This is an optimization exercise on Yosys and OpenROAD, whose aim is small area, a short achievable clock period and few clock cycles per item, not a production implementation.
No functional check of the RTL was part of any run shown here.
Power is estimated from default activity; no workload was simulated.

File: design/flow/design.v
module crc15_frame_engine (
    input  wire        clk,
    input  wire        rst,           
    input  wire [81:0] cw,            
    output wire        o_busy,
    output wire [14:0] o_crc,
    output wire        o_f_valid,
    output wire [10:0] o_f_id,
    output wire [3:0]  o_f_dlc,
    output wire [63:0] o_f_data,
    output wire [14:0] o_f_crc,
    output wire        o_err_len,
    output wire        o_err_sticky,
    output wire [15:0] o_rpm,
    output wire [7:0]  o_speed,
    output wire [6:0]  o_throttle,
    output wire        o_brake,
    output wire [7:0]  o_coolant,
    output wire [7:0]  o_steer,
    output wire [1:0]  o_phase
);
    localparam [14:0] POLY = 15'h4599;
    localparam [2:0] OP_CLR   = 3'd1;
    localparam [2:0] OP_BIT   = 3'd2;
    localparam [2:0] OP_BUILD = 3'd3;
    localparam [2:0] OP_TICK  = 3'd4;
    localparam [1:0] PH_IDLE   = 2'd0;
    localparam [1:0] PH_ACCEL  = 2'd1;
    localparam [1:0] PH_CRUISE = 2'd2;
    localparam [1:0] PH_BRAKE  = 2'd3;
    reg [14:0] crc;
    reg [12:0] rpm;
    reg [7:0]  speed;
    reg [6:0]  throttle;
    reg        brake;
    reg [6:0]  coolant;
    reg [10:0] f_id;
    reg [3:0]  f_dlc;
    reg [63:0] f_data;
    reg [14:0] f_crc;
    reg        f_valid;
    reg [1:0]  phase;
    reg [3:0]  ticks;
    reg [2:0]  idx;
    reg        err_len;
    reg        err_sticky;
    function [14:0] crc_step;
        input [14:0] c;
        input        b;
        begin
            crc_step = {c[13:0], 1'b0} ^ ((b ^ c[14]) ? POLY : 15'h0000);
        end
    endfunction
    wire [2:0]  op      = cw[81:79];
    wire [3:0]  b_dlc   = cw[67:64];
    wire        t_man   = cw[9];
    wire        t_accel = cw[8];
    wire        t_brk   = cw[7];
    wire [6:0]  t_thr   = cw[6:0];
    wire is_build = (op == OP_BUILD);
    wire is_tick  = (op == OP_TICK);
    wire bad_len  = b_dlc[3] & (b_dlc[2:0] != 3'd0);
    wire do_build = is_build & ~bad_len;
    wire do_frame = do_build | is_tick;
    reg  [7:0] keep;
    always @(*) begin
        case (b_dlc)
            4'd0:    keep = 8'h00;
            4'd1:    keep = 8'h80;
            4'd2:    keep = 8'hC0;
            4'd3:    keep = 8'hE0;
            4'd4:    keep = 8'hF0;
            4'd5:    keep = 8'hF8;
            4'd6:    keep = 8'hFC;
            4'd7:    keep = 8'hFE;
            default: keep = 8'hFF;
        endcase
    end
    reg  [63:0] b_masked;
    integer i;
    always @(*) begin
        for (i = 0; i < 8; i = i + 1)
            b_masked[63 - 8*i -: 8] = keep[7 - i] ? cw[63 - 8*i -: 8] : 8'h00;
    end
    reg [12:0] n_rpm;
    reg [7:0]  n_speed;
    reg [6:0]  n_throttle;
    reg        n_brake;
    reg [1:0]  n_phase;
    reg [3:0]  n_ticks;
    reg        ph_exit;
    wire [6:0]  thr_man = (t_thr > 7'd100) ? 7'd100 : t_thr;
    wire [6:0]  thr_stp = throttle + 7'd10;
    wire [6:0]  thr_acc = (thr_stp > 7'd80) ? 7'd80 : thr_stp;
    reg  [12:0] rpm_man;
    reg  [12:0] rpm_acc;
    always @(*) begin
        case (t_thr)
            7'd0: rpm_man = 13'd850;
            7'd1: rpm_man = 13'd900;
            7'd2: rpm_man = 13'd950;
            7'd3: rpm_man = 13'd1000;
            7'd4: rpm_man = 13'd1050;
            7'd5: rpm_man = 13'd1100;
            7'd6: rpm_man = 13'd1150;
            7'd7: rpm_man = 13'd1200;
            7'd8: rpm_man = 13'd1250;
            7'd9: rpm_man = 13'd1300;
            7'd10: rpm_man = 13'd1350;
            7'd11: rpm_man = 13'd1400;
            7'd12: rpm_man = 13'd1450;
            7'd13: rpm_man = 13'd1500;
            7'd14: rpm_man = 13'd1550;
            7'd15: rpm_man = 13'd1600;
            7'd16: rpm_man = 13'd1650;
            7'd17: rpm_man = 13'd1700;
            7'd18: rpm_man = 13'd1750;
            7'd19: rpm_man = 13'd1800;
            7'd20: rpm_man = 13'd1850;
            7'd21: rpm_man = 13'd1900;
            7'd22: rpm_man = 13'd1950;
            7'd23: rpm_man = 13'd2000;
            7'd24: rpm_man = 13'd2050;
            7'd25: rpm_man = 13'd2100;
            7'd26: rpm_man = 13'd2150;
            7'd27: rpm_man = 13'd2200;
            7'd28: rpm_man = 13'd2250;
            7'd29: rpm_man = 13'd2300;
            7'd30: rpm_man = 13'd2350;
            7'd31: rpm_man = 13'd2400;
            7'd32: rpm_man = 13'd2450;
            7'd33: rpm_man = 13'd2500;
            7'd34: rpm_man = 13'd2550;
            7'd35: rpm_man = 13'd2600;
            7'd36: rpm_man = 13'd2650;
            7'd37: rpm_man = 13'd2700;
            7'd38: rpm_man = 13'd2750;
            7'd39: rpm_man = 13'd2800;
            7'd40: rpm_man = 13'd2850;
            7'd41: rpm_man = 13'd2900;
            7'd42: rpm_man = 13'd2950;
            7'd43: rpm_man = 13'd3000;
            7'd44: rpm_man = 13'd3050;
            7'd45: rpm_man = 13'd3100;
            7'd46: rpm_man = 13'd3150;
            7'd47: rpm_man = 13'd3200;
            7'd48: rpm_man = 13'd3250;
            7'd49: rpm_man = 13'd3300;
            7'd50: rpm_man = 13'd3350;
            7'd51: rpm_man = 13'd3400;
            7'd52: rpm_man = 13'd3450;
            7'd53: rpm_man = 13'd3500;
            7'd54: rpm_man = 13'd3550;
            7'd55: rpm_man = 13'd3600;
            7'd56: rpm_man = 13'd3650;
            7'd57: rpm_man = 13'd3700;
            7'd58: rpm_man = 13'd3750;
            7'd59: rpm_man = 13'd3800;
            7'd60: rpm_man = 13'd3850;
            7'd61: rpm_man = 13'd3900;
            7'd62: rpm_man = 13'd3950;
            7'd63: rpm_man = 13'd4000;
            7'd64: rpm_man = 13'd4050;
            7'd65: rpm_man = 13'd4100;
            7'd66: rpm_man = 13'd4150;
            7'd67: rpm_man = 13'd4200;
            7'd68: rpm_man = 13'd4250;
            7'd69: rpm_man = 13'd4300;
            7'd70: rpm_man = 13'd4350;
            7'd71: rpm_man = 13'd4400;
            7'd72: rpm_man = 13'd4450;
            7'd73: rpm_man = 13'd4500;
            7'd74: rpm_man = 13'd4550;
            7'd75: rpm_man = 13'd4600;
            7'd76: rpm_man = 13'd4650;
            7'd77: rpm_man = 13'd4700;
            7'd78: rpm_man = 13'd4750;
            7'd79: rpm_man = 13'd4800;
            7'd80: rpm_man = 13'd4850;
            7'd81: rpm_man = 13'd4900;
            7'd82: rpm_man = 13'd4950;
            7'd83: rpm_man = 13'd5000;
            7'd84: rpm_man = 13'd5050;
            7'd85: rpm_man = 13'd5100;
            7'd86: rpm_man = 13'd5150;
            7'd87: rpm_man = 13'd5200;
            7'd88: rpm_man = 13'd5250;
            7'd89: rpm_man = 13'd5300;
            7'd90: rpm_man = 13'd5350;
            7'd91: rpm_man = 13'd5400;
            7'd92: rpm_man = 13'd5450;
            7'd93: rpm_man = 13'd5500;
            7'd94: rpm_man = 13'd5550;
            7'd95: rpm_man = 13'd5600;
            7'd96: rpm_man = 13'd5650;
            7'd97: rpm_man = 13'd5700;
            7'd98: rpm_man = 13'd5750;
            7'd99: rpm_man = 13'd5800;
            7'd100: rpm_man = 13'd5850;
            7'd101: rpm_man = 13'd5850;
            7'd102: rpm_man = 13'd5850;
            7'd103: rpm_man = 13'd5850;
            7'd104: rpm_man = 13'd5850;
            7'd105: rpm_man = 13'd5850;
            7'd106: rpm_man = 13'd5850;
            7'd107: rpm_man = 13'd5850;
            7'd108: rpm_man = 13'd5850;
            7'd109: rpm_man = 13'd5850;
            7'd110: rpm_man = 13'd5850;
            7'd111: rpm_man = 13'd5850;
            7'd112: rpm_man = 13'd5850;
            7'd113: rpm_man = 13'd5850;
            7'd114: rpm_man = 13'd5850;
            7'd115: rpm_man = 13'd5850;
            7'd116: rpm_man = 13'd5850;
            7'd117: rpm_man = 13'd5850;
            7'd118: rpm_man = 13'd5850;
            7'd119: rpm_man = 13'd5850;
            7'd120: rpm_man = 13'd5850;
            7'd121: rpm_man = 13'd5850;
            7'd122: rpm_man = 13'd5850;
            7'd123: rpm_man = 13'd5850;
            7'd124: rpm_man = 13'd5850;
            7'd125: rpm_man = 13'd5850;
            7'd126: rpm_man = 13'd5850;
            7'd127: rpm_man = 13'd5850;
        endcase
    end
    always @(*) begin
        case (throttle)
            7'd0: rpm_acc = 13'd1350;
            7'd1: rpm_acc = 13'd1400;
            7'd2: rpm_acc = 13'd1450;
            7'd3: rpm_acc = 13'd1500;
            7'd4: rpm_acc = 13'd1550;
            7'd5: rpm_acc = 13'd1600;
            7'd6: rpm_acc = 13'd1650;
            7'd7: rpm_acc = 13'd1700;
            7'd8: rpm_acc = 13'd1750;
            7'd9: rpm_acc = 13'd1800;
            7'd10: rpm_acc = 13'd1850;
            7'd11: rpm_acc = 13'd1900;
            7'd12: rpm_acc = 13'd1950;
            7'd13: rpm_acc = 13'd2000;
            7'd14: rpm_acc = 13'd2050;
            7'd15: rpm_acc = 13'd2100;
            7'd16: rpm_acc = 13'd2150;
            7'd17: rpm_acc = 13'd2200;
            7'd18: rpm_acc = 13'd2250;
            7'd19: rpm_acc = 13'd2300;
            7'd20: rpm_acc = 13'd2350;
            7'd21: rpm_acc = 13'd2400;
            7'd22: rpm_acc = 13'd2450;
            7'd23: rpm_acc = 13'd2500;
            7'd24: rpm_acc = 13'd2550;
            7'd25: rpm_acc = 13'd2600;
            7'd26: rpm_acc = 13'd2650;
            7'd27: rpm_acc = 13'd2700;
            7'd28: rpm_acc = 13'd2750;
            7'd29: rpm_acc = 13'd2800;
            7'd30: rpm_acc = 13'd2850;
            7'd31: rpm_acc = 13'd2900;
            7'd32: rpm_acc = 13'd2950;
            7'd33: rpm_acc = 13'd3000;
            7'd34: rpm_acc = 13'd3050;
            7'd35: rpm_acc = 13'd3100;
            7'd36: rpm_acc = 13'd3150;
            7'd37: rpm_acc = 13'd3200;
            7'd38: rpm_acc = 13'd3250;
            7'd39: rpm_acc = 13'd3300;
            7'd40: rpm_acc = 13'd3350;
            7'd41: rpm_acc = 13'd3400;
            7'd42: rpm_acc = 13'd3450;
            7'd43: rpm_acc = 13'd3500;
            7'd44: rpm_acc = 13'd3550;
            7'd45: rpm_acc = 13'd3600;
            7'd46: rpm_acc = 13'd3650;
            7'd47: rpm_acc = 13'd3700;
            7'd48: rpm_acc = 13'd3750;
            7'd49: rpm_acc = 13'd3800;
            7'd50: rpm_acc = 13'd3850;
            7'd51: rpm_acc = 13'd3900;
            7'd52: rpm_acc = 13'd3950;
            7'd53: rpm_acc = 13'd4000;
            7'd54: rpm_acc = 13'd4050;
            7'd55: rpm_acc = 13'd4100;
            7'd56: rpm_acc = 13'd4150;
            7'd57: rpm_acc = 13'd4200;
            7'd58: rpm_acc = 13'd4250;
            7'd59: rpm_acc = 13'd4300;
            7'd60: rpm_acc = 13'd4350;
            7'd61: rpm_acc = 13'd4400;
            7'd62: rpm_acc = 13'd4450;
            7'd63: rpm_acc = 13'd4500;
            7'd64: rpm_acc = 13'd4550;
            7'd65: rpm_acc = 13'd4600;
            7'd66: rpm_acc = 13'd4650;
            7'd67: rpm_acc = 13'd4700;
            7'd68: rpm_acc = 13'd4750;
            7'd69: rpm_acc = 13'd4800;
            7'd70: rpm_acc = 13'd4850;
            7'd71: rpm_acc = 13'd4850;
            7'd72: rpm_acc = 13'd4850;
            7'd73: rpm_acc = 13'd4850;
            7'd74: rpm_acc = 13'd4850;
            7'd75: rpm_acc = 13'd4850;
            7'd76: rpm_acc = 13'd4850;
            7'd77: rpm_acc = 13'd4850;
            7'd78: rpm_acc = 13'd4850;
            7'd79: rpm_acc = 13'd4850;
            7'd80: rpm_acc = 13'd4850;
            7'd81: rpm_acc = 13'd4850;
            7'd82: rpm_acc = 13'd4850;
            7'd83: rpm_acc = 13'd4850;
            7'd84: rpm_acc = 13'd4850;
            7'd85: rpm_acc = 13'd4850;
            7'd86: rpm_acc = 13'd4850;
            7'd87: rpm_acc = 13'd4850;
            7'd88: rpm_acc = 13'd4850;
            7'd89: rpm_acc = 13'd4850;
            7'd90: rpm_acc = 13'd4850;
            7'd91: rpm_acc = 13'd4850;
            7'd92: rpm_acc = 13'd4850;
            7'd93: rpm_acc = 13'd4850;
            7'd94: rpm_acc = 13'd4850;
            7'd95: rpm_acc = 13'd4850;
            7'd96: rpm_acc = 13'd4850;
            7'd97: rpm_acc = 13'd4850;
            7'd98: rpm_acc = 13'd4850;
            7'd99: rpm_acc = 13'd4850;
            7'd100: rpm_acc = 13'd4850;
            7'd101: rpm_acc = 13'd4850;
            7'd102: rpm_acc = 13'd4850;
            7'd103: rpm_acc = 13'd4850;
            7'd104: rpm_acc = 13'd4850;
            7'd105: rpm_acc = 13'd4850;
            7'd106: rpm_acc = 13'd4850;
            7'd107: rpm_acc = 13'd4850;
            7'd108: rpm_acc = 13'd4850;
            7'd109: rpm_acc = 13'd4850;
            7'd110: rpm_acc = 13'd4850;
            7'd111: rpm_acc = 13'd4850;
            7'd112: rpm_acc = 13'd4850;
            7'd113: rpm_acc = 13'd4850;
            7'd114: rpm_acc = 13'd4850;
            7'd115: rpm_acc = 13'd4850;
            7'd116: rpm_acc = 13'd4850;
            7'd117: rpm_acc = 13'd4850;
            7'd118: rpm_acc = 13'd850;
            7'd119: rpm_acc = 13'd900;
            7'd120: rpm_acc = 13'd950;
            7'd121: rpm_acc = 13'd1000;
            7'd122: rpm_acc = 13'd1050;
            7'd123: rpm_acc = 13'd1100;
            7'd124: rpm_acc = 13'd1150;
            7'd125: rpm_acc = 13'd1200;
            7'd126: rpm_acc = 13'd1250;
            7'd127: rpm_acc = 13'd1300;
        endcase
    end
    wire [12:0] rpm_b300 = (rpm >= 13'd1150) ? rpm - 13'd300 : 13'd850;
    wire [12:0] rpm_b100 = (rpm >= 13'd950)  ? rpm - 13'd100 : 13'd850;
    wire [7:0]  spd_b10  = (speed >= 8'd10) ? speed - 8'd10 : 8'd0;
    wire [7:0]  spd_b2   = (speed >= 8'd2)  ? speed - 8'd2  : 8'd0;
    wire [7:0]  spd_acc  = (speed >= 8'd95) ? ((speed >= 8'd100) ? speed : 8'd100) : speed + 8'd5;
    wire [2:0]  spd_inc  = (t_thr >= 7'd100) ? 3'd5 : (t_thr >= 7'd80) ? 3'd4 :
                           (t_thr >= 7'd60)  ? 3'd3 : (t_thr >= 7'd40) ? 3'd2 :
                           (t_thr >= 7'd20)  ? 3'd1 : 3'd0;
    wire [8:0]  spd_sum  = speed + spd_inc;
    wire [7:0]  spd_man  = (spd_sum > 9'd200) ? 8'd200 : spd_sum[7:0];
    always @(*) begin
        n_rpm      = rpm;
        n_speed    = speed;
        n_throttle = throttle;
        n_brake    = brake;
        n_phase    = phase;
        n_ticks    = ticks + 4'd1;
        ph_exit    = 1'b0;
        if (!t_man) begin
            case (phase)
                PH_IDLE: begin
                    n_rpm      = 13'd850;
                    n_throttle = 7'd0;
                    n_brake    = 1'b1;
                    ph_exit    = (ticks >= 4'd5);
                end
                PH_ACCEL: begin
                    n_throttle = thr_acc;
                    n_rpm      = rpm_acc;
                    n_speed    = spd_acc;
                    n_brake    = 1'b0;
                    ph_exit    = (speed >= 8'd95);
                end
                PH_CRUISE: begin
                    n_throttle = 7'd30;
                    n_rpm      = 13'd2350;
                    n_brake    = 1'b0;
                    ph_exit    = (ticks >= 4'd10);
                end
                default: begin
                    n_throttle = 7'd0;
                    n_brake    = 1'b1;
                    n_rpm      = rpm_b300;
                    n_speed    = spd_b10;
                    ph_exit    = (speed <= 8'd10);
                end
            endcase
            if (ph_exit) begin
                n_phase = phase + 2'd1;
                n_ticks = 4'd0;
            end
        end else begin
            n_phase = PH_BRAKE;
            n_ticks = 4'd0;
            if (t_brk) begin
                n_throttle = 7'd0;
                n_brake    = 1'b1;
                n_rpm      = rpm_b300;
                n_speed    = spd_b10;
            end else if (t_accel) begin
                n_throttle = thr_man;
                n_rpm      = rpm_man;
                n_speed    = spd_man;
                n_brake    = 1'b0;
            end else begin
                n_throttle = 7'd0;
                n_brake    = 1'b0;
                n_rpm      = rpm_b100;
                n_speed    = spd_b2;
            end
        end
    end
    wire [6:0] n_coolant = (coolant < 7'd90) ? coolant + 7'd1 : coolant;
    reg [10:0] s_id;
    reg [3:0]  s_dlc;
    reg [14:0] s_crc0;      
    reg [15:0] t_pay;
    reg [15:0] t_al;
    always @(*) begin
        case (idx)
            3'd0:    begin s_id = 11'h0C0; s_dlc = 4'd2; s_crc0 = 15'h6c08; t_pay = {3'b000, n_rpm};                   t_al = t_pay;                 end
            3'd1:    begin s_id = 11'h0D0; s_dlc = 4'd1; s_crc0 = 15'h2c0d; t_pay = {n_speed, 8'h00};                  t_al = {8'h00, n_speed};      end
            3'd2:    begin s_id = 11'h0E0; s_dlc = 4'd2; s_crc0 = 15'h51f8; t_pay = {1'b0, n_throttle, 7'b0, n_brake}; t_al = t_pay;                 end
            3'd3:    begin s_id = 11'h0F0; s_dlc = 4'd1; s_crc0 = 15'h09bc; t_pay = {1'b0, n_coolant, 8'h00};         t_al = {9'h000, n_coolant};   end
            default: begin s_id = 11'h100; s_dlc = 4'd1; s_crc0 = 15'h2705; t_pay = 16'h0000;                          t_al = 16'h0000;              end
        endcase
    end
    wire [2:0] n_idx = (idx == 3'd4) ? 3'd0 : idx + 3'd1;
    wire [14:0] t_crc;
    assign t_crc[0]  = s_crc0[0]  ^ (^(t_al & 16'h5edf));
    assign t_crc[1]  = s_crc0[1]  ^ (^(t_al & 16'hbdbe));
    assign t_crc[2]  = s_crc0[2]  ^ (^(t_al & 16'h7b7c));
    assign t_crc[3]  = s_crc0[3]  ^ (^(t_al & 16'ha827));
    assign t_crc[4]  = s_crc0[4]  ^ (^(t_al & 16'h0e91));
    assign t_crc[5]  = s_crc0[5]  ^ (^(t_al & 16'h1d22));
    assign t_crc[6]  = s_crc0[6]  ^ (^(t_al & 16'h3a44));
    assign t_crc[7]  = s_crc0[7]  ^ (^(t_al & 16'h2a57));
    assign t_crc[8]  = s_crc0[8]  ^ (^(t_al & 16'h0a71));
    assign t_crc[9]  = s_crc0[9]  ^ (^(t_al & 16'h14e2));
    assign t_crc[10] = s_crc0[10] ^ (^(t_al & 16'h771b));
    assign t_crc[11] = s_crc0[11] ^ (^(t_al & 16'hee36));
    assign t_crc[12] = s_crc0[12] ^ (^(t_al & 16'hdc6c));
    assign t_crc[13] = s_crc0[13] ^ (^(t_al & 16'hb8d8));
    assign t_crc[14] = s_crc0[14] ^ (^(t_al & 16'h2f6f));
    reg  [3:0]  sh;
    always @(*) begin
        case (b_dlc)
            4'd0:    sh = 4'd8;
            4'd1:    sh = 4'd7;
            4'd2:    sh = 4'd6;
            4'd3:    sh = 4'd5;
            4'd4:    sh = 4'd4;
            4'd5:    sh = 4'd3;
            4'd6:    sh = 4'd2;
            4'd7:    sh = 4'd1;
            default: sh = 4'd0;
        endcase
    end
    wire [78:0] a3 = sh[3] ? {64'd0, cw[78:64]} : cw[78:0];
    wire [78:0] a2 = sh[2] ? {32'd0, a3[78:32]} : a3;
    wire [78:0] a1 = sh[1] ? {16'd0, a2[78:16]} : a2;
    wire [78:0] al = sh[0] ? {8'd0, a1[78:8]} : a1;
    wire [14:0] b_crc;
    assign b_crc[0] = ^(al & 79'h58cce61b2862283a5edf);
    assign b_crc[1] = ^(al & 79'h3199cc3650c45074bdbe);
    assign b_crc[2] = ^(al & 79'h6333986ca188a0e97b7c);
    assign b_crc[3] = ^(al & 79'h1eabd6c26b7369e8a827);
    assign b_crc[4] = ^(al & 79'h659b4b9ffe84fbeb0e91);
    assign b_crc[5] = ^(al & 79'h4b36973ffd09f7d61d22);
    assign b_crc[6] = ^(al & 79'h166d2e7ffa13efac3a44);
    assign b_crc[7] = ^(al & 79'h7416bae4dc45f7622a57);
    assign b_crc[8] = ^(al & 79'h30e193d290e9c6fe0a71);
    assign b_crc[9] = ^(al & 79'h61c327a521d38dfc14e2);
    assign b_crc[10] = ^(al & 79'h1b4aa9516bc533c2771b);
    assign b_crc[11] = ^(al & 79'h369552a2d78a6784ee36);
    assign b_crc[12] = ^(al & 79'h6d2aa545af14cf09dc6c);
    assign b_crc[13] = ^(al & 79'h5a554a8b5e299e13b8d8);
    assign b_crc[14] = ^(al & 79'h6c66730d9431141d2f6f);
    wire [14:0] crc_new = is_tick ? t_crc : b_crc;
    always @(posedge clk) begin
        if (rst) begin
            crc        <= 15'h0000;
            rpm        <= 13'd850;
            speed      <= 8'd0;
            throttle   <= 7'd0;
            brake      <= 1'b1;
            coolant    <= 7'd20;
            f_id       <= 11'd0;
            f_dlc      <= 4'd0;
            f_data     <= 64'd0;
            f_crc      <= 15'd0;
            f_valid    <= 1'b0;
            phase      <= PH_IDLE;
            ticks      <= 4'd0;
            idx        <= 3'd0;
            err_len    <= 1'b0;
            err_sticky <= 1'b0;
        end else begin
            f_valid <= do_frame;
            err_len <= is_build & bad_len;
            if (is_build & bad_len)
                err_sticky <= 1'b1;
            if (op == OP_CLR)
                crc <= 15'h0000;
            else if (op == OP_BIT)
                crc <= crc_step(crc, cw[0]);
            else if (do_frame)
                crc <= crc_new;
            if (do_frame) begin
                f_crc <= crc_new;
                if (is_tick) begin
                    f_id   <= s_id;
                    f_dlc  <= s_dlc;
                    f_data <= {t_pay, 48'd0};
                end else begin
                    f_id   <= cw[78:68];
                    f_dlc  <= b_dlc;
                    f_data <= b_masked;
                end
            end
            if (is_tick) begin
                rpm      <= n_rpm;
                speed    <= n_speed;
                throttle <= n_throttle;
                brake    <= n_brake;
                coolant  <= n_coolant;
                phase    <= n_phase;
                ticks    <= n_ticks;
                idx      <= n_idx;
            end
        end
    end
    assign o_busy       = 1'b0;
    assign o_crc        = crc;
    assign o_f_valid    = f_valid;
    assign o_f_id       = f_id;
    assign o_f_dlc      = f_dlc;
    assign o_f_data     = f_data;
    assign o_f_crc      = f_crc;
    assign o_err_len    = err_len;
    assign o_err_sticky = err_sticky;
    assign o_rpm        = {3'b000, rpm};
    assign o_speed      = speed;
    assign o_throttle   = throttle;
    assign o_brake      = brake;
    assign o_coolant    = {1'b0, coolant};
    assign o_steer      = 8'd0;
    assign o_phase      = phase;
endmodule
File: design/flow/run.sh
#!/bin/bash
# synth_recipe.tcl (not shown) runs the flow's synth.tcl, then flattens the netlist and writes it again
# the make line also repeats each setting of config.mk as NAME=value (left out here)
make -C /OpenROAD-flow-scripts/flow DESIGN_CONFIG=/design/flow/config.mk WORK_HOME=/design/flow/orfs CLKGATE_MAP_FILE= SYNTH_SCRIPT=/design/flow/synth_recipe.tcl finish
File: design/flow/config.mk
export PLATFORM = sky130hd
export DESIGN_NAME = crc15_frame_engine
export DESIGN_NICKNAME = crc15_frame_engine
export VERILOG_FILES = /design/flow/design.v
export SDC_FILE = /design/flow/constraint.sdc
export NUM_CORES = 4
export LEC_CHECK = 0
export CAP_MARGIN = 20
export CORE_MARGIN = 2
export CORE_UTILIZATION = 40
export SLEW_MARGIN = 20
File: design/flow/constraint.sdc
create_clock -name core_clock -period 10.0 [get_ports {clk}]
set_input_delay 2.0000 -clock core_clock [delete_from_list [all_inputs] [get_ports {clk}]]
set_output_delay 2.0000 -clock core_clock [all_outputs]
set_load 0.01 [all_outputs]
==> run_results.csv, run 1 <==
group,metric,value,unit
run_status,status,"complete, no violations",
global_routing,antenna_found_initial,0,
critical_path,crit_chain,"clkdlybuf4s50_1 > nor2b_1 > nor2_1 > a21oi_1 > a221oi_1 > a21oi_1 > ha_1 > inv_1 > fa_1 > nand2b_1 > a211oi_1 > nand3_1 > a311oi_1 > nor2_1 > a31oi_1 > o21bai_1 > o221a_2 > xnor2_1 > xnor3_1 > a22oi_1 > a21oi_1",
synth,syn_avg_cell_area,7.38,sq um
sta,fmax,127,MHz
critical_path,critical_path_cell_count,21,
synth,netlist.area_leader.share,0.180,
routing,wl_per_cell,29.2,um
clock_tree,cts_max_level,4,
synth,syn_area,18800,sq um
global_routing,grt_overflow,0,
synth,synthCells,2552,
finish,syn2layout_area_growth,17.1,%
clock_tree,cts_resized,0,
synth,ys_ff_latch,169,
routing,num_vias,21300,
critical_path,r2r_slack,4640,ps
floorplanning,design.portCount,247,
clock_tree,clock-root-buffer,"clkbuf_16",
critical_path,reg2reg_from,"speed[1]",
global_routing,grt_pass1_vias,20100,
routing,via_per_inst,6.52,
critical_path,critPathCapture,"crc[14]",
power,intPower,2.29,mW
clock_tree,clk_path_buf_depth,2,
clock_tree,cts_setup_buffers,0,
floorplanning,core_area,46600,sq um
synth,async_flop_share,0,
finish,ff_latch_area,3380,sq um
critical_path,r2r_cells,14,
clock_tree,cts-hold-fix-buffers,0,
placed_design,io_buffers,233,
synth,synth_edf_count,0,
finish,design_area,22100,sq um
critical_path,crit_slowest_cell,"clkdlybuf4s50_1",
sta,fin_crit,7850,ps
routing,post-route-drc-count,0,
floorplanning,start_util,0.405,
finish,fin_nets,2780,
sta,slew_viol_final,0,
run,maxCapViolCount,0,
critical_path,criticalPathCategory,"in -> reg",
sta,setup_viol,0,
synth,synthTopCellsByArea,"dfxtp_1, xnor2_1, nand2_1, a21oi_1, nor2_1",
finish,nFillCells,4730,
synth,ys_warn_count,1,
critical_path,crit_start,"cw[5]",
power,clockPowerShare,0.167,
floorplanning,dieArea,48900,sq um
finish,num_antenna_cells,0,
power,power_leakage,7.93,nW
routing,ant_nets,0,
critical_path,path_common_cell,"a21oi_1",
power,swShare,0.441,
critical_path,cp_top_family,"compound AO/OA/AOI/OAI gates",
routing,firstDrtPassIters,7,
power,comb_power_share,0.637,
finish,multiInputGateArea,14400,sq um
power,ir_drop,172,uV
clock_tree,clkTransAtPathRegs,80,ps
critical_path,critPathCaptureType,"register",
finish,drive_gt1_frac,0.0604,
clock_tree,clock_sinks,169,
global_routing,grt_max_degree,74,
critical_path,crit_buf_inv,2,
sta,min_period_over_period,0.785,
clock_tree,cts_tree,"yes",
power,p_sw,1.80,mW
global_routing,track_usage,0.378,
floorplanning,rows,79,
critical_path,crit_fanout,22,
placed_design,gp_congestion,1.05,
synth,synth_commonest_cells,"nand2_1, xnor2_1, nor2_1",
synth,yosysSeqAreaShare,0.180,
sta,hold_viol_final,0,
critical_path,setup.worst_path.start_class,"input port",
routing,totalWireLength,95600,um
sta,worst_slew_pin_slew,1170,ps
clock_tree,cts_buffers,17,
placed_design,place_area,21500,sq um
critical_path,cp_slowest_stage_delay,980,ps
critical_path,timing.rr.end,"crc[14]",
sta,slew_headroom,0.220,
critical_path,worstPathArrival,8200,ps
synth,ys_types,96,
worst_hold_path,hp-class,"reg -> reg",
placed_design,dp_hpwl,71600,um
critical_path,worstPathRequired,10350,ps
floorplanning,fp.dieH,221,um
sta,fin_worst_skew,12.8,ps
power,powerDensity,185,nW/um^2
sta,rsz0062_at_grt,"false",
synth,synth.most_common_cell,"nand2_1",
power,p_seq_frac,0.196,
global_routing,grt_first_pass_wirelength,139000,um
routing,drtIter0Drc,2584,
clock_tree,clk_latency,500,ps
sta,tns,0,ps
synth,yosys.area.top_type,"dfxtp_1",
synth,synth_ff_type,"dfxtp_1",
floorplanning,die_w,221,um
-- registers in the layout (all words and copies together) (netlist names), 3 cells and up --
name and count:
coolant 7, crc 15, f_crc 15, f_data 64
f_dlc 4, f_id 11, idx 3, rpm 13
rpm_acc 12, speed 8, throttle 7, ticks 4
-- area by class of cell --
cell class                 count  share of cell area
timing repair buffer         288               0.125
tap                          607              0.0344
clock buffer                  22              0.0224
sequential                   169               0.153
inverter                      54             0.00918
clock inverter                10             0.00368
multi-input combinational   2123               0.652
-- cell usage in the layout (no fill, tap or decap), drive strengths merged, types with 15 or more instances in the layout --
cell           instances
o21ai                141
xnor2                269
a221o                 15
a21o                  16
nand2b                33
nor3                  63
a31oi                 42
dfxtp                169
ha                    42
clkbuf                22
nand3                 70
clkdlybuf4s50        231
o22ai                 25
a311oi                16
xnor3                 30
nor2                 216
mux2i                 41
o211ai                21
nor2b                 42
and3                  19
and2                  20
nand2                278
buf                   57
a221oi                41
a211oi                56
inv                   55
a32oi                 17
a22oi                 50
a21oi                206
xor2                  92
-- power by group through the flow --
stage | Combinational, mW | Clock [mW] | Sequential [mW]
after CTS | 2.54 | 0.696 | 0.798
after floorplan | 1.79 | 0 | 0.808
final | 2.60 | 0.683 | 0.801
after global routing | 2.72 | 0.714 | 0.805
after detailed placement | 2.52 | 0 | 0.813
after global placement | 2.53 | 0 | 0.813
-- how the worst min path moves through the flow --
| stage | cells after the start | slack (ps) | endpoint | startpoint |
|---|---|---|---|---|
| after floorplan | 2 | 470 | idx[1] | idx[1] |
| after global placement | 2 | 440 | f_data[32] | f_data[32] |
| after detailed placement | 2 | 440 | f_data[40] | f_data[40] |
| after CTS | 2 | 450 | f_data[40] | f_data[40] |
| after global routing | 1 | 480 | err_sticky | err_sticky |
| final | 2 | 450 | f_data[40] | f_data[40] |
-- worst min-delay path, delay by kind of cell, from the launching register on --
family / cells / cell delay (ps)
AO/OA/AOI/OAI: 1 / 50
flip-flops: 1 / 310
AND/OR/NAND/NOR: 1 / 50
-- logic make-up (layout without fill, tap and decap cells) --
logic type | after synthesis | in the layout | synth area share
fa+ha+maj | 43 | 43 | 0.0290
other cells | 1 | 13 | 0.000199
flops | 169 | 169 | 0.180
mux | 55 | 55 | 0.0319
compound gates | 801 | 801 | 0.291
buf+inv | 272 | 374 | 0.0610
xor+xnor | 391 | 391 | 0.204
simple gates | 820 | 820 | 0.204
-- metrics by stage --
step	total power [mW]	utilization	cells	setup slack, ps	hold WS [ps]
2_1_floorplan	2.60	-	2564	3110	469
3_3_place_gp	3.34	0.462	3241	1930	439
3_5_place_dp	3.33	0.462	3241	1770	443
4_1_cts	4.04	0.474	3273	2310	452
5_1_grt	4.24	0.474	3273	1790	477
6_report	4.09	0.474	3273	2150	451
-- routing by layer --
metal / vias to the layer above / global-route usage / wire length (um)
met4: 0 / 0.244 / 6850
li1: 9405 / - / -
met5: - / 0 / 0
met2: 1331 / 0.587 / 42100
met1: 10300 / 0.488 / 38400
met3: 314 / 0.0586 / 8310
==> run 2: changes to the inputs <==
--- a/design/flow/design.v
+++ b/design/flow/design.v
@@ -363,11 +363,153 @@
     wire [7:0]  spd_b10  = (speed >= 8'd10) ? speed - 8'd10 : 8'd0;
     wire [7:0]  spd_b2   = (speed >= 8'd2)  ? speed - 8'd2  : 8'd0;
     wire [7:0]  spd_acc  = (speed >= 8'd95) ? ((speed >= 8'd100) ? speed : 8'd100) : speed + 8'd5;
-    wire [2:0]  spd_inc  = (t_thr >= 7'd100) ? 3'd5 : (t_thr >= 7'd80) ? 3'd4 :
-                           (t_thr >= 7'd60)  ? 3'd3 : (t_thr >= 7'd40) ? 3'd2 :
-                           (t_thr >= 7'd20)  ? 3'd1 : 3'd0;
-    wire [8:0]  spd_sum  = speed + spd_inc;
-    wire [7:0]  spd_man  = (spd_sum > 9'd200) ? 8'd200 : spd_sum[7:0];
+    wire [8:0]  spd_p1   = speed + 9'd1;
+    wire [8:0]  spd_p2   = speed + 9'd2;
+    wire [8:0]  spd_p3   = speed + 9'd3;
+    wire [8:0]  spd_p4   = speed + 9'd4;
+    wire [8:0]  spd_p5   = speed + 9'd5;
+    wire [7:0]  spd_c1   = (spd_p1 > 9'd200) ? 8'd200 : spd_p1[7:0];
+    wire [7:0]  spd_c2   = (spd_p2 > 9'd200) ? 8'd200 : spd_p2[7:0];
+    wire [7:0]  spd_c3   = (spd_p3 > 9'd200) ? 8'd200 : spd_p3[7:0];
+    wire [7:0]  spd_c4   = (spd_p4 > 9'd200) ? 8'd200 : spd_p4[7:0];
+    wire [7:0]  spd_c5   = (spd_p5 > 9'd200) ? 8'd200 : spd_p5[7:0];
+    wire [7:0]  spd_c0   = (speed > 8'd200) ? 8'd200 : speed;
+    reg  [5:0]  spd_sel;
+    always @(*) begin
+        case (t_thr)
+            7'd0: spd_sel = 6'b000001;
+            7'd1: spd_sel = 6'b000001;
+            7'd2: spd_sel = 6'b000001;
+            7'd3: spd_sel = 6'b000001;
+            7'd4: spd_sel = 6'b000001;
+            7'd5: spd_sel = 6'b000001;
+            7'd6: spd_sel = 6'b000001;
+            7'd7: spd_sel = 6'b000001;
+            7'd8: spd_sel = 6'b000001;
+            7'd9: spd_sel = 6'b000001;
+            7'd10: spd_sel = 6'b000001;
+            7'd11: spd_sel = 6'b000001;
+            7'd12: spd_sel = 6'b000001;
+            7'd13: spd_sel = 6'b000001;
+            7'd14: spd_sel = 6'b000001;
+            7'd15: spd_sel = 6'b000001;
+            7'd16: spd_sel = 6'b000001;
+            7'd17: spd_sel = 6'b000001;
+            7'd18: spd_sel = 6'b000001;
+            7'd19: spd_sel = 6'b000001;
+            7'd20: spd_sel = 6'b000010;
+            7'd21: spd_sel = 6'b000010;
+            7'd22: spd_sel = 6'b000010;
+            7'd23: spd_sel = 6'b000010;
+            7'd24: spd_sel = 6'b000010;
+            7'd25: spd_sel = 6'b000010;
+            7'd26: spd_sel = 6'b000010;
+            7'd27: spd_sel = 6'b000010;
+            7'd28: spd_sel = 6'b000010;
+            7'd29: spd_sel = 6'b000010;
+            7'd30: spd_sel = 6'b000010;
+            7'd31: spd_sel = 6'b000010;
+            7'd32: spd_sel = 6'b000010;
+            7'd33: spd_sel = 6'b000010;
+            7'd34: spd_sel = 6'b000010;
+            7'd35: spd_sel = 6'b000010;
+            7'd36: spd_sel = 6'b000010;
+            7'd37: spd_sel = 6'b000010;
+            7'd38: spd_sel = 6'b000010;
+            7'd39: spd_sel = 6'b000010;
+            7'd40: spd_sel = 6'b000100;
+            7'd41: spd_sel = 6'b000100;
+            7'd42: spd_sel = 6'b000100;
+            7'd43: spd_sel = 6'b000100;
+            7'd44: spd_sel = 6'b000100;
+            7'd45: spd_sel = 6'b000100;
+            7'd46: spd_sel = 6'b000100;
+            7'd47: spd_sel = 6'b000100;
+            7'd48: spd_sel = 6'b000100;
+            7'd49: spd_sel = 6'b000100;
+            7'd50: spd_sel = 6'b000100;
+            7'd51: spd_sel = 6'b000100;
+            7'd52: spd_sel = 6'b000100;
+            7'd53: spd_sel = 6'b000100;
+            7'd54: spd_sel = 6'b000100;
+            7'd55: spd_sel = 6'b000100;
+            7'd56: spd_sel = 6'b000100;
+            7'd57: spd_sel = 6'b000100;
+            7'd58: spd_sel = 6'b000100;
+            7'd59: spd_sel = 6'b000100;
+            7'd60: spd_sel = 6'b001000;
+            7'd61: spd_sel = 6'b001000;
+            7'd62: spd_sel = 6'b001000;
+            7'd63: spd_sel = 6'b001000;
+            7'd64: spd_sel = 6'b001000;
+            7'd65: spd_sel = 6'b001000;
+            7'd66: spd_sel = 6'b001000;
+            7'd67: spd_sel = 6'b001000;
+            7'd68: spd_sel = 6'b001000;
+            7'd69: spd_sel = 6'b001000;
+            7'd70: spd_sel = 6'b001000;
+            7'd71: spd_sel = 6'b001000;
+            7'd72: spd_sel = 6'b001000;
+            7'd73: spd_sel = 6'b001000;
+            7'd74: spd_sel = 6'b001000;
+            7'd75: spd_sel = 6'b001000;
+            7'd76: spd_sel = 6'b001000;
+            7'd77: spd_sel = 6'b001000;
+            7'd78: spd_sel = 6'b001000;
+            7'd79: spd_sel = 6'b001000;
+            7'd80: spd_sel = 6'b010000;
+            7'd81: spd_sel = 6'b010000;
+            7'd82: spd_sel = 6'b010000;
+            7'd83: spd_sel = 6'b010000;
+            7'd84: spd_sel = 6'b010000;
+            7'd85: spd_sel = 6'b010000;
+            7'd86: spd_sel = 6'b010000;
+            7'd87: spd_sel = 6'b010000;
+            7'd88: spd_sel = 6'b010000;
+            7'd89: spd_sel = 6'b010000;
+            7'd90: spd_sel = 6'b010000;
+            7'd91: spd_sel = 6'b010000;
+            7'd92: spd_sel = 6'b010000;
+            7'd93: spd_sel = 6'b010000;
+            7'd94: spd_sel = 6'b010000;
+            7'd95: spd_sel = 6'b010000;
+            7'd96: spd_sel = 6'b010000;
+            7'd97: spd_sel = 6'b010000;
+            7'd98: spd_sel = 6'b010000;
+            7'd99: spd_sel = 6'b010000;
+            7'd100: spd_sel = 6'b100000;
+            7'd101: spd_sel = 6'b100000;
+            7'd102: spd_sel = 6'b100000;
+            7'd103: spd_sel = 6'b100000;
+            7'd104: spd_sel = 6'b100000;
+            7'd105: spd_sel = 6'b100000;
+            7'd106: spd_sel = 6'b100000;
+            7'd107: spd_sel = 6'b100000;
+            7'd108: spd_sel = 6'b100000;
+            7'd109: spd_sel = 6'b100000;
+            7'd110: spd_sel = 6'b100000;
+            7'd111: spd_sel = 6'b100000;
+            7'd112: spd_sel = 6'b100000;
+            7'd113: spd_sel = 6'b100000;
+            7'd114: spd_sel = 6'b100000;
+            7'd115: spd_sel = 6'b100000;
+            7'd116: spd_sel = 6'b100000;
+            7'd117: spd_sel = 6'b100000;
+            7'd118: spd_sel = 6'b100000;
+            7'd119: spd_sel = 6'b100000;
+            7'd120: spd_sel = 6'b100000;
+            7'd121: spd_sel = 6'b100000;
+            7'd122: spd_sel = 6'b100000;
+            7'd123: spd_sel = 6'b100000;
+            7'd124: spd_sel = 6'b100000;
+            7'd125: spd_sel = 6'b100000;
+            7'd126: spd_sel = 6'b100000;
+            7'd127: spd_sel = 6'b100000;
+        endcase
+    end
+    wire [7:0]  spd_man  = ({8{spd_sel[0]}} & spd_c0) | ({8{spd_sel[1]}} & spd_c1) |
+                           ({8{spd_sel[2]}} & spd_c2) | ({8{spd_sel[3]}} & spd_c3) |
+                           ({8{spd_sel[4]}} & spd_c4) | ({8{spd_sel[5]}} & spd_c5);
     always @(*) begin
         n_rpm      = rpm;
         n_speed    = speed;
--- a/design/flow/config.mk
+++ b/design/flow/config.mk
@@ -8,4 +8,5 @@
 export CAP_MARGIN = 20
 export CORE_MARGIN = 2
 export CORE_UTILIZATION = 40
+export SETUP_SLACK_MARGIN = 3
 export SLEW_MARGIN = 20
==> run_results.csv, run 2 <==
group,metric,value,unit
run_status,status,"complete, no violations",
power,power_leakage,8.53,nW
floorplanning,rows,81,
finish,final_cell_mix,"nand2_1, xnor2_1, clkdlybuf4s50_1",
synth,synth_ff_type,"dfxtp_1",
global_routing,grt_first_pass_wirelength,148000,um
power,comb_power_share,0.636,
synth,synth_commonest_cells,"nand2_1, xnor2_1, a21oi_1",
clock_tree,cts_tree,"yes",
floorplanning,fp.dieH,228,um
synth,netlist.area_leader.share,0.169,
power,clockPowerShare,0.172,
critical_path,worstPathArrival,7290,ps
synth,yosysSeqAreaShare,0.169,
routing,num_vias,23200,
worst_hold_path,hold_path_depth,2,
synth,ys_types,101,
critical_path,reg2reg_from,"speed[0]",
routing,via_per_inst,6.66,
power,p_seq_frac,0.192,
placed_design,pre_cts_slack,2080,ps
synth,async_flop_share,0,
synth,synthTopCellsByArea,"dfxtp_1, xnor2_1, a21oi_1, nand2_1, xor2_1",
critical_path,critPathCaptureType,"register",
clock_tree,clock-root-buffer,"clkbuf_16",
floorplanning,design.portCount,247,
critical_path,setup.worst_path.start_class,"input port",
critical_path,criticalPathCategory,"in -> reg",
sta,slew_headroom,0.227,
power,power,4.14,mW
synth,yosys.area.top_type,"dfxtp_1",
routing,wl_per_cell,29.6,um
floorplanning,die_w,228,um
power,ir_drop,227,uV
power,powerDensity,177,nW/um^2
placed_design,io_buffers,233,
critical_path,crit_fanout,19,
synth,ys_warn_count,1,
placed_design,dpl.cell_count,3443,
finish,fin_nets,2935,
finish,finalNonFillerCells,3482,
floorplanning,dieArea,51800,sq um
routing,post-route-drc-count,0,
sta,slew_viol_final,0,
global_routing,grt_overflow,0,
finish,syn2layout_area_growth,17.3,%
power,swShare,0.438,
sta,hold_viol_final,0,
routing,ant_nets,0,
finish,mostFrequentLayoutCell,"nand2_1",
sta,rsz0062_at_grt,"true",
finish,design_area,23400,sq um
clock_tree,clock_sinks,169,
placed_design,gp_congestion,1.07,
clock_tree,clkTransAtPathRegs,70,ps
synth,ys_ff_latch,169,
sta,fin_crit,6940,ps
clock_tree,clk_path_buf_depth,2,
clock_tree,cts-hold-fix-buffers,0,
sta,fin_worst_skew,23.6,ps
synth,synth_edf_count,0,
clock_tree,cts_max_level,4,
critical_path,worstPathRequired,10340,ps
placed_design,place_area,22700,sq um
critical_path,r2r_slack,4230,ps
finish,drive_gt1_frac,0.0632,
sta,fmax,144,MHz
finish,top_register,"f_data",
synth,synth.most_common_cell,"nand2_1",
global_routing,antenna_found_initial,1,
synth,syn_area,20000,sq um
routing,drtIter0Drc,3077,
global_routing,grt_pass1_vias,21100,
sta,setup_viol,0,
finish,utilization,0.477,
finish,largest_register_ffs,64,
placed_design,dp_hpwl,77700,um
finish,nFillCells,4946,
routing,totalWireLength,103000,um
synth,syn_avg_cell_area,7.36,sq um
routing,firstDrtPassIters,7,
sta,worst_slew_pin_slew,1160,ps
synth,synthCells,2716,
worst_hold_path,hold_end,"f_data[46]",
power,p_sw,1.81,mW
sta,hold_ws,454,ps
sta,min_period_over_period,0.694,
finish,reg_top3,"f_data (64), crc (15), f_crc (15)",
critical_path,r2r_cells,14,
run,maxCapViolCount,0,
sta,tns,0,ps
sta,fin_ws,3060,ps
critical_path,timing.rr.end,"crc[2]",
power,intPower,2.33,mW
global_routing,track_usage,0.390,
worst_hold_path,hp-class,"reg -> reg",
clock_tree,cts_buffers,17,
worst_hold_path,hold_start,"f_data[46]",
clock_tree,clk_latency,510,ps
floorplanning,core_area,49200,sq um
floorplanning,start_util,0.407,
global_routing,grt_max_degree,69,
[run 2: worst max path at each step]
| stage | startpoint | endpoint | slack [ps] |
|---|---|---|---|
| floorplan | cw[64] | f_crc[4] | 3750 |
| global placement | cw[64] | f_crc[5] | 2060 |
| detailed placement | cw[64] | f_crc[7] | 2080 |
| CTS | cw[64] | f_crc[4] | 3040 |
| global route | cw[64] | f_crc[14] | 2960 |
| finish | cw[64] | f_crc[6] | 3060 |
[run 2: per-layer routing]
layer  track usage  routed length, um  vias to the layer above
li1              -                  -                    10100
met5             0                 11                        -
met2         0.566              42700                     1658
met3        0.0912              12100                      266
met1         0.559              44800                    11100
met4         0.136               3730                        2
[run 2: power by group through the flow]
stage / registers, mW / clock network (mW) / logic [mW]
2_1_floorplan: 0.805 / 0 / 1.84
3_3_place_gp: 0.808 / 0 / 2.55
3_5_place_dp: 0.807 / 0 / 2.54
4_1_cts: 0.794 / 0.722 / 2.58
5_1_grt: 0.800 / 0.750 / 2.77
6_report: 0.796 / 0.714 / 2.63
[run 2: what timing repair did]
item | 4_1_cts | 5_1_grt
pin swaps | 2 | 5
setup buffers | 2 | 2
cloned | 1 | 1
endpoints found under the setup margin | 26 | 34
resized for setup | 12 | 20
[run 2: area by class of cell]
| class | count | area (sq um) | area share |
|---|---|---|---|
| Clock buffer | 17 | 425 | 0.0181 |
| Clock inverter | 14 | 159 | 0.00678 |
| Sequential cell | 169 | 3380 | 0.144 |
| Inverter | 48 | 180 | 0.00768 |
| Timing Repair Buffer | 293 | 2780 | 0.118 |
| Tap cell | 664 | 831 | 0.0354 |
| Antenna cell | 2 | 5.00 | 0.000213 |
| Multi-Input combinational cell | 2275 | 15700 | 0.669 |
[run 2: cell families (layout without fill, tap and decap cells)]
logic type / Yosys count / in the layout / share of synthesized area
other: 1 / 15 / 0.000188
muxes: 62 / 62 / 0.0326
DFF: 169 / 169 / 0.169
AOI/OAI and AO/OA: 895 / 896 / 0.307
and+or+nand+nor: 871 / 872 / 0.208
xor gates and xnor gates: 385 / 385 / 0.194
buffers and inverters: 286 / 372 / 0.0588
adders and majority gates: 47 / 47 / 0.0294
[run 2: critical path: stages]
cell	delay [ps]
clkdlybuf4s50_1	500
buf_6	240
inv_1	200
ha_4	470
nor3b_2	770
a221oi_1	280
o21ai_0	660
xnor2_1	250
xor2_1	410
xnor3_1	420
xnor2_1	310
xnor3_1	290
xnor2_1	150
a22oi_1	210
a21oi_1	100

==> port drivers added, routing unchanged <==
Ports are ideal in the flow. The routed layouts listed here were re-timed in OpenROAD.
Step 1: set_driving_cell puts a clkbuf_16 on clk and a buf_2 on each other input, an assumption about the parent block.
Step 2 moves the port delays by t, midway between the first and last clock arrival at a register: inputs arrive t later, outputs are due t later. That takes back most of the time a late clock gives input paths.
Slacks: ideal ports / drivers / drivers and shift; pairs: ideal ports / drivers.
run	shift t [ns]	setup WS [ns]	worst setup path after step 2	latest minus earliest clock arrival (ns)	worst register clock-pin slew, ns
run 1	0.557	2.149 / 2.191 / 1.633	input to register	0.013 / 0.013	0.08 / 0.08
run 2	0.551	3.056 / 3.080 / 2.529	input to register	0.025 / 0.026	0.10 / 0.10
After both steps setup and hold are still met in every run listed. The setup slack of run 2, which loses most, moves by +0.024 ns with the drivers and by -0.527 ns with both steps.
